From an optimization exercise on the open Yosys and OpenROAD flow, aimed at small area, a short achievable clock period and few clock cycles; shortcuts taken in it are not production practice. Only simulation tests tie the RTL to the original design; equivalence was not proved. No activity file was given, so power comes from the tool's default toggle rates.

red:
Design jbeat_crc, start of the top module:
module jbeat_crc (
  input  wire        clk,
  input  wire        rst,
  input  wire        req_valid,
  input  wire        req_write,
  input  wire [3:0]  req_addr,
  input  wire [31:0] req_wdata,
  output reg         rsp_valid,
  output reg  [31:0] rsp_rdata,
  input  wire [31:0] len_src,
  input  wire [31:0] len_tgt,
  input  wire [31:0] len_pat,
  output reg         mem_en,
  output reg         mem_we,
  output reg  [1:0]  mem_sel,
  output reg  [29:0] mem_addr,
  output reg  [3:0]  mem_wstrb,
  output reg  [31:0] mem_wdata,
  input  wire [31:0] mem_rdata
);
clock: 7.0 ns
lec_check: 0
cap_margin: 20
core_margin: 2
core_utilization: 40
place_density: 0.6
setup_slack_margin: 4.0
slew_margin: 20
run.sh (not shown) runs the stock make flow with config.mk's settings and CLKGATE_MAP_FILE= SYNTH_SCRIPT=/design/flow/synth_recipe.tcl, a recipe that flattens the netlist after the stock synthesis.
Testbench counts of red, summed over its fixed seeds: cycles 60,293.
## Diff of input files: blue against red
-- flow/design.v --
<<< red, line 126
      default: xf_k = 32'hF0B5FBE3;
    endcase
  endfunction
  function [29:0] add30(input [29:0] a, input [29:0] b);
    reg [29:0] g, p, gg, pp;
    integer i, d;
    begin
      g = a & b; p = a ^ b; gg = g; pp = p;
      for (d = 1; d < 30; d = d * 2)
        for (i = 29; i >= d; i = i - 1) begin
          gg[i] = gg[i] | (pp[i] & gg[i-d]);
          pp[i] = pp[i] & pp[i-d];
        end
      add30 = p ^ {gg[28:0], 1'b0};
    end
  endfunction
  function [29:0] inc30(input [29:0] a);
>>> blue, line 126
      default: xf_k = 32'hF0B5FBE3;
    endcase
  endfunction
  function [29:0] inc30(input [29:0] a);
<<< red, line 319
    endcase
  end
  wire [29:0] l_addr_m1 = add30(size_p[31:2], {27'h7FFFFFF, (lk != T_ST) ? 3'b100 : (lb == 2'd0) ? 3'b100 : (lb == 2'd1) ? 3'b101 : 3'b110});
  function [3:0] cflags(input [29:0] hi, input ex, input aj);
    reg [3:0] v;
>>> blue, line 306
    endcase
  end
  wire [29:0] l_addr_m1 = (lb == 2'd0) ? mem_addr :
                          (lb == 2'd1) ? inc30(mem_addr) : {inc30({1'b0, mem_addr[29:1]}), mem_addr[0]};
  function [3:0] cflags(input [29:0] hi, input ex, input aj);
    reg [3:0] v;
<<< red, line 448
  wire [31:0] s_nx = ({1'b0, s_g[31:1]} ^ (s_g[0] ? POLY : 32'd0)) ^ u_q;
  wire [31:0] e_acc = xf_out(s_q);
  wire fin_ok = busy && !init && !init2 && !init4 && sk == T_END &&
                !(vA && a_vb) && !vB && !vD && !vU && !(end_act == E_CHECK && vE);
>>> blue, line 436
  wire [31:0] s_nx = ({1'b0, s_g[31:1]} ^ (s_g[0] ? POLY : 32'd0)) ^ u_q;
  wire [31:0] e_acc = xf_out(s_q);
  wire        rq_idle = !rst && !busy && req_valid;
  wire [31:0] acc_d   = busy ? e_acc :
                        cw[12] ? 32'hFFFFFFFF : crc_bits(acc ^ {24'd0, c_imm}, 8);
  wire        acc_en  = (!rst && vE) || (rq_idle && (q_init || q_byte));
  wire [31:0] sum_d   = busy ? ~e_acc : ~acc;
  wire [2:0]  sum_en  = ({3{!rst && vE}} & {e_cb == 2'd2, e_cb == 2'd1, e_cb == 2'd0}) |
                        ({3{rq_idle && q_final}} & {c_b == 2'd2, c_b == 2'd1, c_b == 2'd0});
  wire fin_ok = busy && !init && !init2 && !init4 && sk == T_END &&
                !(vA && a_vb) && !vB && !vD && !vU && !(end_act == E_CHECK && vE);
<<< red, line 463
    gt_t  <= gt32(size_t, len_tgt);
    gt_p  <= gt32(size_p, len_pat);
    gt_p4 <= gt32({mem_addr, size_p[1:0]}, len_pat);
    mem_wdata <= w_data;
    mem_wstrb <= w_strb;
    if (rst) begin
>>> blue, line 458
    gt_t  <= gt32(size_t, len_tgt);
    gt_p  <= gt32(size_p, len_pat);
    gt_p4 <= gt32({rem, size_p[1:0]}, len_pat);
    mem_wdata <= w_data;
    if (acc_en) acc <= acc_d;
    if (sum_en[0]) sum_q[31:0]  <= sum_d;
    if (sum_en[1]) sum_q[63:32] <= sum_d;
    if (sum_en[2]) sum_q[95:64] <= sum_d;
    mem_wstrb <= w_strb;
    if (rst) begin
<<< red, line 502
      if (vU) s_q <= s_nx;
      if (vE) begin
        acc <= e_acc;
        sum_q[32*e_cb +: 32] <= ~e_acc;
        sum_v[e_cb] <= 1'b1;
        acc_v <= 1'b1;
>>> blue, line 501
      if (vU) s_q <= s_nx;
      if (vE) begin
        sum_v[e_cb] <= 1'b1;
        acc_v <= 1'b1;
<<< red, line 516
      end
      vA     <= 1'b0;
      if (!busy) mem_addr <= dec30(size_p[31:2]);
      mem_en <= 1'b0;
      mem_we <= 1'b0;
>>> blue, line 513
      end
      vA     <= 1'b0;
      if (!busy) begin
        mem_addr <= {dec30({2'b00, size_p[31:4]}), size_p[3:2]};
        rem      <= dec30(size_p[31:2]);
      end
      mem_en <= 1'b0;
      mem_we <= 1'b0;
<<< red, line 531
        e     <= |l_t;
        st_t  <= l_t;
        if (lk == T_LD || lk == T_ST) mem_addr <= l_addr_m1;
        if (lk == T_ST) wslot <= lb;
        else if (lk == T_SPAT) wslot <= 2'd0;
>>> blue, line 531
        e     <= |l_t;
        st_t  <= l_t;
        if (lk == T_ST) mem_addr <= l_addr_m1;
        if (lk == T_ST) wslot <= lb;
        else if (lk == T_SPAT) wslot <= 2'd0;
<<< red, line 638
          cause <= q_ill ? C_ILLEGAL : q_nrdy ? C_NOTREADY : chk_cause;
        end
        if (q_init) begin acc <= 32'hFFFFFFFF; acc_v <= 1'b1; end
        if (q_byte) acc <= crc_bits(acc ^ {24'd0, c_imm}, 8);
        if (q_final) begin
          if (c_b == 2'd0) sum_q[31:0]  <= ~acc;
          if (c_b == 2'd1) sum_q[63:32] <= ~acc;
          if (c_b == 2'd2) sum_q[95:64] <= ~acc;
          sum_v[c_b] <= 1'b1;
          ok <= 1'b0;
>>> blue, line 638
          cause <= q_ill ? C_ILLEGAL : q_nrdy ? C_NOTREADY : chk_cause;
        end
        if (q_init) acc_v <= 1'b1;
        if (q_final) begin
          sum_v[c_b] <= 1'b1;
          ok <= 1'b0;
### Flow results
- Sort red and blue by wire length asc -> top: blue
- blue — proportion of cell area occupied by registers 0.66 points higher, red as reference
- Sort red and blue by fraction of the mapped netlist area in adder cells asc -> top: red
- Die area is lower on blue
- Comparing red and blue, the higher part of the power in combinational logic is on red.
- The final reports for blue and red show maximum clock skew at final layout lower in the former.
- Compared with red, blue shows a lower maximum frequency.
- Summary: with red as the reference, vertical die dimension in blue moved down slightly.
Testbench counts of blue, summed over its fixed seeds: cycles 60,293.

[what the ideal ports hide]
Ports are ideal in the flow. The routed layouts listed here were re-timed in OpenROAD. Step 1 (the two cells are an assumption about what drives the block):
set clk [get_ports {clk}]
set_driving_cell -lib_cell sky130_fd_sc_hd__clkbuf_16 $clk
set_driving_cell -lib_cell sky130_fd_sc_hd__buf_2 [delete_from_list [all_inputs] $clk]
Step 2, shift: input delay + t, output delay - t, t = (earliest + latest rising clock arrival at the registers) / 2. This alone moves slack from input paths to output paths. a / b / c = ideal ports / drivers / drivers and shift; a / b = the first two.
run	t (ns)	slack for setup (ns)	worst hold slack (ns)	worst setup path at the end
red	0.724	3.913 / 3.920 / 3.197	0.409 / 0.409 / 0.409	input to register
blue	0.736	3.551 / 3.509 / 2.773	0.416 / 0.416 / 0.416	input to register
After both steps setup and hold are still met in every run listed. The setup slack of blue, which loses most, moves by -0.042 ns with the drivers and by -0.778 ns with both steps.
